Background: an optimization exercise with open tools, aiming at small area, a short achievable clock period and few clock cycles per item. Do not read the settings as production practice. The RTL was checked by simulation tests, not by an equivalence proof against the original design.

==> 12-10: inputs <==
==> flow/design.v (excerpt) <==
module gf128_unit (
    input  wire         clk,
    input  wire         rst,
    input  wire         in_valid,
    output wire         in_ready,
    input  wire [1:0]   in_op,
    input  wire [127:0] in_data,
    output reg          out_valid,
    output reg          out_err,
    output wire [127:0] out_data
);
Settings: LEC_CHECK=0, CAP_MARGIN=20, CORE_MARGIN=2, CORE_UTILIZATION=50, PLACE_DENSITY=0.7, SLEW_MARGIN=20; clock period 5.0 ns.
run.sh (not shown) runs the stock make flow with config.mk's settings and CLKGATE_MAP_FILE= SYNTH_SCRIPT=/design/flow/synth_recipe.tcl, a recipe that flattens the netlist after the stock synthesis.
==> inputs of 03-01, as changes to 12-10 <==
--- a/flow/design.v
+++ b/flow/design.v
@@ -30,17 +30,17 @@
     genvar gi;
     generate
         for (gi = 0; gi < 128; gi = gi + 1) begin : g_rev
             assign xp[gi] = x[127 - gi];
             assign hp[gi] = h[127 - gi];
         end
     endgenerate
     wire [254:0] pr;
-    gf_mul128_d12 u_mul (.a(xp), .b(hp), .p(pr));
+    gf_mul128_d11 u_mul (.a(xp), .b(hp), .p(pr));
     wire [127:0] rp;
     assign rp[0] = (pr[128] ^ (pr[254] ^ (pr[0] ^ pr[249])));
     assign rp[1] = (((pr[1] ^ pr[249]) ^ (pr[250] ^ pr[254])) ^ (pr[128] ^ pr[129]));
     assign rp[2] = ((pr[129] ^ pr[130]) ^ ((pr[254] ^ (pr[2] ^ pr[249])) ^ ((pr[250] ^ pr[251]) ^ pr[128])));
     assign rp[3] = ((pr[129] ^ pr[130]) ^ (pr[131] ^ ((pr[3] ^ pr[250]) ^ (pr[251] ^ pr[252]))));
     assign rp[4] = ((pr[130] ^ pr[131]) ^ (pr[132] ^ ((pr[4] ^ pr[251]) ^ (pr[252] ^ pr[253]))));
     assign rp[5] = ((pr[131] ^ pr[132]) ^ (pr[133] ^ ((pr[5] ^ pr[252]) ^ (pr[253] ^ pr[254]))));
     assign rp[6] = ((pr[132] ^ pr[133]) ^ (pr[134] ^ (pr[254] ^ (pr[6] ^ pr[253]))));
@@ -201,56 +201,16 @@
                         hvalid <= 1'b1;
                     end
                     default: ;
                 endcase
             end
         end
     end
 endmodule
-module gf_mul16_d5 (
-    input  wire [15:0] a,
-    input  wire [15:0] b,
-    output wire [30:0] p
-);
-    genvar i, j;
-    generate
-        for (i = 0; i < 31; i = i + 1) begin : g_col
-            wire [15:0] t;
-            for (j = 0; j < 16; j = j + 1) begin : g_t
-                if (i - j >= 0 && i - j < 16) begin : g_v
-                    assign t[j] = a[j] & b[i-j];
-                end else begin : g_z
-                    assign t[j] = 1'b0;
-                end
-            end
-            assign p[i] = ^t;
-        end
-    endgenerate
-endmodule
-module gf_mul32_d8 (
-    input  wire [31:0] a,
-    input  wire [31:0] b,
-    output wire [62:0] p
-);
-    wire [30:0] p0, p1, p2;
-    gf_mul16_d5 u0 (.a(a[15:0]), .b(b[15:0]), .p(p0));
-    gf_mul16_d5 u2 (.a(a[31:16]), .b(b[31:16]), .p(p2));
-    gf_mul16_d5 u1 (.a(a[15:0] ^ a[31:16]), .b(b[15:0] ^ b[31:16]), .p(p1));
-    wire [15:0] l0 = p0[15:0];
-    wire [15:0] l1 = p1[15:0];
-    wire [15:0] l2 = p2[15:0];
-    wire [15:0] h0 = {1'b0, p0[30:16]};
-    wire [15:0] h1 = {1'b0, p1[30:16]};
-    wire [15:0] h2 = {1'b0, p2[30:16]};
-    wire [15:0] s  = h0 ^ l2;
-    wire [15:0] q1 = (l1 ^ (l0 ^ s));
-    wire [15:0] q2 = (h1 ^ (h2 ^ s));
-    assign p = {h2[14:0], q2, q1, l0};
-endmodule
 module gf_mul32_d6 (
     input  wire [31:0] a,
     input  wire [31:0] b,
     output wire [62:0] p
 );
     genvar i, j;
     generate
         for (i = 0; i < 63; i = i + 1) begin : g_col
@@ -261,36 +221,16 @@
                 end else begin : g_z
                     assign t[j] = 1'b0;
                 end
             end
             assign p[i] = ^t;
         end
     endgenerate
 endmodule
-module gf_mul64_d10 (
-    input  wire [63:0] a,
-    input  wire [63:0] b,
-    output wire [126:0] p
-);
-    wire [62:0] p0, p1, p2;
-    gf_mul32_d8 u0 (.a(a[31:0]), .b(b[31:0]), .p(p0));
-    gf_mul32_d8 u2 (.a(a[63:32]), .b(b[63:32]), .p(p2));
-    gf_mul32_d6 u1 (.a(a[31:0] ^ a[63:32]), .b(b[31:0] ^ b[63:32]), .p(p1));
-    wire [31:0] l0 = p0[31:0];
-    wire [31:0] l1 = p1[31:0];
-    wire [31:0] l2 = p2[31:0];
-    wire [31:0] h0 = {1'b0, p0[62:32]};
-    wire [31:0] h1 = {1'b0, p1[62:32]};
-    wire [31:0] h2 = {1'b0, p2[62:32]};
-    wire [31:0] s  = h0 ^ l2;
-    wire [31:0] q1 = (s ^ (l1 ^ l0));
-    wire [31:0] q2 = (s ^ (h1 ^ h2));
-    assign p = {h2[30:0], q2, q1, l0};
-endmodule
 module gf_mul64_d9 (
     input  wire [63:0] a,
     input  wire [63:0] b,
     output wire [126:0] p
 );
     wire [62:0] p0, p1, p2;
     gf_mul32_d6 u0 (.a(a[31:0]), .b(b[31:0]), .p(p0));
     gf_mul32_d6 u2 (.a(a[63:32]), .b(b[63:32]), .p(p2));
@@ -301,28 +241,48 @@
     wire [31:0] h0 = {1'b0, p0[62:32]};
     wire [31:0] h1 = {1'b0, p1[62:32]};
     wire [31:0] h2 = {1'b0, p2[62:32]};
     wire [31:0] s  = h0 ^ l2;
     wire [31:0] q1 = (l1 ^ (l0 ^ s));
     wire [31:0] q2 = (h1 ^ (h2 ^ s));
     assign p = {h2[30:0], q2, q1, l0};
 endmodule
-module gf_mul128_d12 (
+module gf_mul64_d7 (
+    input  wire [63:0] a,
+    input  wire [63:0] b,
+    output wire [126:0] p
+);
+    genvar i, j;
+    generate
+        for (i = 0; i < 127; i = i + 1) begin : g_col
+            wire [63:0] t;
+            for (j = 0; j < 64; j = j + 1) begin : g_t
+                if (i - j >= 0 && i - j < 64) begin : g_v
+                    assign t[j] = a[j] & b[i-j];
+                end else begin : g_z
+                    assign t[j] = 1'b0;
+                end
+            end
+            assign p[i] = ^t;
+        end
+    endgenerate
+endmodule
+module gf_mul128_d11 (
     input  wire [127:0] a,
     input  wire [127:0] b,
     output wire [254:0] p
 );
     wire [126:0] p0, p1, p2;
-    gf_mul64_d10 u0 (.a(a[63:0]), .b(b[63:0]), .p(p0));
-    gf_mul64_d10 u2 (.a(a[127:64]), .b(b[127:64]), .p(p2));
-    gf_mul64_d9 u1 (.a(a[63:0] ^ a[127:64]), .b(b[63:0] ^ b[127:64]), .p(p1));
+    gf_mul64_d9 u0 (.a(a[63:0]), .b(b[63:0]), .p(p0));
+    gf_mul64_d9 u2 (.a(a[127:64]), .b(b[127:64]), .p(p2));
+    gf_mul64_d7 u1 (.a(a[63:0] ^ a[127:64]), .b(b[63:0] ^ b[127:64]), .p(p1));
     wire [63:0] l0 = p0[63:0];
     wire [63:0] l1 = p1[63:0];
     wire [63:0] l2 = p2[63:0];
     wire [63:0] h0 = {1'b0, p0[126:64]};
     wire [63:0] h1 = {1'b0, p1[126:64]};
     wire [63:0] h2 = {1'b0, p2[126:64]};
     wire [63:0] s  = h0 ^ l2;
-    wire [63:0] q1 = (s ^ (l0 ^ l1));
-    wire [63:0] q2 = (s ^ (h2 ^ h1));
+    wire [63:0] q1 = (s ^ (l1 ^ l0));
+    wire [63:0] q2 = (s ^ (h1 ^ h2));
     assign p = {h2[62:0], q2, q1, l0};
 endmodule
==> summary of the runs <==
12-10 stopped in global routing. 03-01 ended with an error in global routing, error GRT-0232. Between 03-01 and 12-10, the lower synthesized cell count is in 12-10 (gap 22%, measured against 12-10). In 03-01 the synthesized area is higher than in 12-10, by about 17%.
==> figures <==
metric	12-10	03-01
Placed Instances	28770	33110
Number of core rows	201	217
Horizontal extent of the die	553.5 um	597.6 um
Placement Cell Area	208300 sq um	235900 sq um
Sequential fraction of the synthesis area	6.948%	5.954%
Compound-Gate Fraction of Synth Area	17.44%	23.04%
Count of different cell masters after synthesis	63	45
Synthesized-area fraction occupied by adder cells	0.01657%	0.01420%
Post-Synthesis Cell Area	151000 sq um	176200 sq um
Status	did not finish	did not finish
Last stage reached	global routing	global routing
Share of the synthesized area in the top cell type	35.97%	37.79%
Number of cells produced by synthesis	20640	25090
Total of cells resized after clock tree synthesis	510	445
Area share of xor/xnor cells in the synthesized design	56.62%	55.73%
Post-synth net total	20770	25230
Testbench counts of 12-10, summed over its fixed seeds: cycles 744, items 672.
Testbench counts of 03-01, summed over its fixed seeds: cycles 744, items 672.
